This is an optimization exercise on Yosys and OpenROAD, whose aim is small area, a short achievable clock period and few clock cycles per item, not a production implementation.
RTL that was checked went through simulation tests only; none was proved equivalent to the original.
Power and IR drop assume default switching activity.

## teavault_cipher
module teavault_cipher (
    input  wire         clk,
    input  wire         rst,           
    input  wire         in_valid,
    output wire         in_ready,
    input  wire         in_decrypt,    
    input  wire [127:0] in_key,
    input  wire [63:0]  in_block,
    output wire         out_valid,
    input  wire         out_ready,
    output wire [63:0]  out_block
);
    localparam [31:0] DELTA   = 32'h9E3779B9;
    localparam [31:0] INITSUM = 32'h8DDE6E40;    
    function [31:0] add32(input [31:0] x, input [31:0] y, input ci);
        reg [31:0] g, p, gg, pp, gn, pn;
        integer i, l;
        begin
            g = x & y;
            p = x ^ y;
            gg = g; pp = p;
            gg[0] = g[0] | (p[0] & ci);
            for (l = 0; l < 5; l = l + 1) begin
                gn = gg; pn = pp;
                for (i = 0; i < 32; i = i + 1)
                    if (i[l]) begin
                        gn[i] = gg[i] | (pp[i] & gg[((i >> l) << l) - 1]);
                        pn[i] = pp[i] & pp[((i >> l) << l) - 1];
                    end
                gg = gn; pp = pn;
            end
            add32 = p ^ {gg[30:0], ci};
        end
    endfunction
    reg        busy;       
    reg        full;       
    reg        ph;         
    reg        last;       
    reg        nz;         
    reg        sub;        
    reg [7:0]  cnt;        
    reg        dec;
    reg [31:0] a, b;       
    reg [31:0] sum;        
    reg [63:0] kp;         
    wire [31:0] ka  = kp[63:32];
    wire [31:0] kb  = kp[31:0];
    wire [31:0] f   = add32(b << 4, ka, 1'b0) ^ add32(b, sum, 1'b0) ^ add32(b >> 5, kb, 1'b0);
    wire [31:0] fx  = (f & {32{nz}}) ^ {32{sub}};    
    wire [31:0] nb  = add32(a, fx, sub);             
    wire [31:0] dd  = {DELTA[31:1] ^ {31{dec}}, 1'b1};    
  ...
==> flow/config.mk <==
export PLATFORM = sky130hd
export DESIGN_NAME = teavault_cipher
export DESIGN_NICKNAME = teavault_cipher
export VERILOG_FILES = /design/flow/design.v
export SDC_FILE = /design/flow/constraint.sdc
export NUM_CORES = 4
export LEC_CHECK = 0
export ABC_AREA = 1
export CAP_MARGIN = 20
export CORE_MARGIN = 2
export CORE_UTILIZATION = 40
export SLEW_MARGIN = 20
export BUFFER_PORTS_ARGS = -buffer_cell sky130_fd_sc_hd__buf_1
export ADDER_MAP_FILE = 
export SETUP_SLACK_MARGIN = 8.5
export TNS_END_PERCENT = 0
==> flow/constraint.sdc <==
create_clock -name core_clock -period 12.0 [get_ports {clk}]
set_input_delay 2.4000 -clock core_clock [delete_from_list [all_inputs] [get_ports {clk}]]
set_output_delay 2.4000 -clock core_clock [all_outputs]
set_load 0.01 [all_outputs]
standard.sh (not shown) runs the stock make flow with config.mk's settings and CLKGATE_MAP_FILE= SYNTH_SCRIPT=/design/flow/synth_recipe.tcl, a recipe that flattens the netlist after the stock synthesis.
==> flow/flow/run.sh <==
#!/bin/bash
# The standard ORFS layout (standard.sh), with these changes to how the
# layout is made (the SDC and clock period stay the standard flow's):
#  - ports are buffered with buf_1 cells instead of delay buffers;
#  - synthesis does not map adders to the library's fa/ha cells (same
#    synthesis script and registers, the adders are left to ABC);
#  - timing repair aims for more setup slack, on the worst path only.
set -e
cat >> "$FLOW_CONFIG" <<'EOC'
export BUFFER_PORTS_ARGS = -buffer_cell sky130_fd_sc_hd__buf_1
export ADDER_MAP_FILE = 
export SETUP_SLACK_MARGIN = 8.5
export TNS_END_PERCENT = 0
EOC
bash standard.sh > standard.log 2>&1
Change:
--- a/flow/flow/run.sh
+++ b/flow/flow/run.sh
@@ -11,3 +11,3 @@
 export ADDER_MAP_FILE = 
-export SETUP_SLACK_MARGIN = 8.5
+export SETUP_SLACK_MARGIN = 8
 export TNS_END_PERCENT = 0
- CTS_CLUSTER_DIAMETER: default -> 100
- CTS_CLUSTER_SIZE: default -> 30
- SETUP_SLACK_MARGIN: 8.5 -> 8
Result: First-iteration DRC count came out lower by about 18%; combinational power went down by about 16%; global-route usage is about the same; maximum frequency came out lower by about 1.4%; setup slack loses 0.052 ns; cell area fell by 7.5%; synthesized cell count is unchanged; die area does not change; power is lower by about 11%.
Change:
- CTS_CLUSTER_DIAMETER: 100 -> default
- CTS_CLUSTER_SIZE: 30 -> default
- The changed run completed with no timing, DRC or antenna violations
- clock skew is unchanged
- cell count stays the same
- total power stays the same
- cell area is unchanged
- register-to-register slack is about the same
No functional check of the RTL was part of any run of this note.

* * *

teavault_cipher, a different RTL version from the one above (not shown whole).
Size: ~2200 cells after synthesis, roughly 180 flip-flops, ~15000 µm² of cells after synthesis.
export LEC_CHECK = 0
export ABC_AREA = 1
export CAP_MARGIN = 20
export CORE_MARGIN = 2
export CORE_UTILIZATION = 40
export PLACE_DENSITY = 0.8
export SLEW_MARGIN = 20
export BUFFER_PORTS_ARGS = -buffer_cell sky130_fd_sc_hd__buf_1
export ADDER_MAP_FILE = 
export SETUP_SLACK_MARGIN = 8
export TNS_END_PERCENT = 0
export CTS_ARGS = -sink_clustering_enable -repair_clock_nets -dont_use_dummy_load
create_clock -name core_clock -period 12.0 [get_ports {clk}]
==> flow/flow/run.sh <==
#!/bin/bash
# The standard ORFS layout (standard.sh), with these changes to how the
# layout is made (the SDC and clock period stay the standard flow's):
#  - ports are buffered with buf_1 cells instead of delay buffers;
#  - synthesis does not map adders to the library's fa/ha cells (same
#    synthesis script and registers, the adders are left to ABC);
#  - timing repair aims for more setup slack, on the worst path only.
set -e
cat >> "$FLOW_CONFIG" <<'EOC'
export BUFFER_PORTS_ARGS = -buffer_cell sky130_fd_sc_hd__buf_1
export ADDER_MAP_FILE = 
export SETUP_SLACK_MARGIN = 8
export TNS_END_PERCENT = 0
export CTS_ARGS = -sink_clustering_enable -repair_clock_nets -dont_use_dummy_load
EOC
bash standard.sh > standard.log 2>&1
Testbench counts at the start, summed over its fixed seeds: cycles 167,043, items 1,280.
Rerun with:
==> flow/flow/run.sh (replaced) <==
#!/bin/bash
# The standard ORFS layout (standard.sh), with these changes to how the
# layout is made (the SDC and clock period stay the standard flow's):
#  - ports are buffered with buf_1 cells instead of delay buffers;
#  - synthesis does not map adders to the library's fa/ha cells (same
#    synthesis script and registers, the adders are left to ABC);
#  - timing repair aims for more setup slack, on the worst path only;
#  - clock tree synthesis (when CTS_ARGS is set below) inserts no dummy
#    loads.
# The ORFS logs of every step are kept under orfs/logs, and standard.sh's own
# output in standard.log.
set -e
cat >> "$FLOW_CONFIG" <<'EOC'
export BUFFER_PORTS_ARGS = -buffer_cell sky130_fd_sc_hd__buf_1
export ADDER_MAP_FILE = 
export SETUP_SLACK_MARGIN = 8.4
export TNS_END_PERCENT = 0
export CTS_ARGS = -sink_clustering_enable -repair_clock_nets -dont_use_dummy_load -buf_list sky130_fd_sc_hd__clkbuf_8
EOC
bash standard.sh > standard.log 2>&1
CTS_ARGS = -sink_clustering_enable -repair_clock_nets -dont_use_dummy_load -buf_list sky130_fd_sc_hd__clkbuf_8   (was -sink_clustering_enable -repair_clock_nets -dont_use_dummy_load)
PLACE_DENSITY = not set   (was 0.8)
SETUP_SLACK_MARGIN = 8.4   (was 8)
Combinational power rises by roughly a tenth.
Clock power falls by a quarter to a third.
Die area is unchanged.
Routed wire length rises by a few percent.
Design area rises by a few percent.
Maximum frequency falls slightly.
Rerun with:
==> flow/flow/run.sh (replaced) <==
#!/bin/bash
# The standard ORFS layout (standard.sh), with these changes to how the
# layout is made (the SDC and clock period stay the standard flow's):
#  - ports are buffered with buf_1 cells instead of delay buffers;
#  - synthesis does not map adders to the library's fa/ha cells (same
#    synthesis script and registers, the adders are left to ABC);
#  - timing repair aims for more setup slack, on the worst path only.
set -e
cat >> "$FLOW_CONFIG" <<'EOC'
export BUFFER_PORTS_ARGS = -buffer_cell sky130_fd_sc_hd__buf_1
export ADDER_MAP_FILE = 
export SETUP_SLACK_MARGIN = 8
export TNS_END_PERCENT = 0
export CTS_ARGS = -sink_clustering_enable -repair_clock_nets -dont_use_dummy_load -sink_clustering_size 25 -sink_clustering_max_diameter 60
EOC
bash standard.sh > standard.log 2>&1
CTS_ARGS = -sink_clustering_enable -repair_clock_nets -dont_use_dummy_load -sink_clustering_size 25 -sink_clustering_max_diameter 60   (was -sink_clustering_enable -repair_clock_nets -dont_use_dummy_load -buf_list sky130_fd_sc_hd__clkbuf_8)
SETUP_SLACK_MARGIN = 8   (was 8.4)
=>
- The new run ran to the end with no violations
- worst hold slack gets worse by 0.015 ns
- power drops by 3.7%
- maximum frequency climbs by 1.6%
- design area drops by 3.4%
- sequential share of layout area climbs by 0.91 points
- die area stays the same
- count of clock-buffer cells in the layout does not change
Rerun with:
--- a/flow/flow/run.sh
+++ b/flow/flow/run.sh
@@ -12,5 +12,4 @@
 export SETUP_SLACK_MARGIN = 8
 export TNS_END_PERCENT = 0
-export CTS_ARGS = -sink_clustering_enable -repair_clock_nets -dont_use_dummy_load -sink_clustering_size 25 -sink_clustering_max_diameter 60
 EOC
 bash standard.sh > standard.log 2>&1
CTS_ARGS = not set   (was -sink_clustering_enable -repair_clock_nets -dont_use_dummy_load -sink_clustering_size 25 -sink_clustering_max_diameter 60)
=> Synthesized area stays the same. Cell count is higher by 0.55%. Design area increases by 0.54%. Clock skew falls by 0.0055 ns. Register-to-register slack is about the same. Sequential power barely changes. Routed wire length goes up by 0.34%. Power increases by 1.0%. Worst hold slack stays flat. Worst setup slack stays flat. Via count went up by 0.53%.
Rerun with:
--- a/flow/flow/run.sh
+++ b/flow/flow/run.sh
@@ -5,11 +5,16 @@
 #  - synthesis does not map adders to the library's fa/ha cells (same
 #    synthesis script and registers, the adders are left to ABC);
-#  - timing repair aims for more setup slack, on the worst path only.
+#  - timing repair aims for more setup slack, on the worst path only;
+#  - clock tree synthesis (when CTS_ARGS is set below) inserts no dummy
+#    loads.
+# The ORFS logs of every step are kept under orfs/logs, and standard.sh's own
+# output in standard.log.
 set -e
 cat >> "$FLOW_CONFIG" <<'EOC'
-export BUFFER_PORTS_ARGS = -buffer_cell sky130_fd_sc_hd__buf_1
+export BUFFER_PORTS_ARGS = -buffer_cell sky130_fd_sc_hd__buf_2
 export ADDER_MAP_FILE = 
 export SETUP_SLACK_MARGIN = 8
 export TNS_END_PERCENT = 0
+export CTS_ARGS = -sink_clustering_enable -repair_clock_nets -dont_use_dummy_load -buf_list sky130_fd_sc_hd__clkbuf_8
 EOC
 bash standard.sh > standard.log 2>&1
BUFFER_PORTS_ARGS = -buffer_cell sky130_fd_sc_hd__buf_2   (was -buffer_cell sky130_fd_sc_hd__buf_1)
CTS_ARGS = -sink_clustering_enable -repair_clock_nets -dont_use_dummy_load -buf_list sky130_fd_sc_hd__clkbuf_8   (was not set)
The new run finished with timing, DRC and antenna clean.
Power came out lower by a few percent.
Critical path depth came out lower by 1.
Via count came out lower slightly.
Die area is unchanged.
Cell area came out lower slightly.
Core utilization came out lower by 0.28 points.
Setup slack improves by 0.015 ns.
Wire length came out lower slightly.
Synthesized area stays the same.
Maximum frequency came out higher slightly.
Hold slack hardly moves.

==> separate check: timing with driven ports <==
In the flow no input, the clock included, has a driving cell. The finished layouts below were timed again as built, in two steps.
Step 1 (the two cells are an assumption about what drives the block):
set clk [get_ports {clk}]
set_driving_cell -lib_cell sky130_fd_sc_hd__clkbuf_16 $clk
set_driving_cell -lib_cell sky130_fd_sc_hd__buf_2 [delete_from_list [all_inputs] $clk]
Step 2 moves the port delays by t, midway between the first and last clock arrival at a register: inputs arrive t later, outputs are due t later. That takes back most of the time a late clock gives input paths.
Three values: no drivers, after step 1, after step 2; two values: the first two.
run | shift t [ns] | slack for setup (ns) | worst register clock-pin slew, ns
the first run of note 1 | 0.522 | 8.269 / 8.215 / 7.863 | 0.08 / 0.08
the second run of note 1 | 0.522 | 8.217 / 8.163 / 7.870 | 0.08 / 0.08
the third run of note 1 | 0.522 | 8.217 / 8.163 / 7.870 | 0.08 / 0.08
the first run of note 2 | 0.492 | 8.173 / 8.200 / 7.708 | 0.07 / 0.07
the second run of note 2 | 0.539 | 8.155 / 8.106 / 7.875 | 0.10 / 0.10
the third run of note 2 | 0.491 | 8.217 / 8.163 / 7.857 | 0.07 / 0.07
the fourth run of note 2 | 0.492 | 8.218 / 8.169 / 7.862 | 0.08 / 0.08
the fifth run of note 2 | 0.536 | 8.233 / 8.180 / 7.817 | 0.11 / 0.11
After both steps setup and hold are still met in every run listed. For the first run of note 2, which loses most, drivers alone change the setup slack by +0.027 ns; drivers and shift together by -0.465 ns.
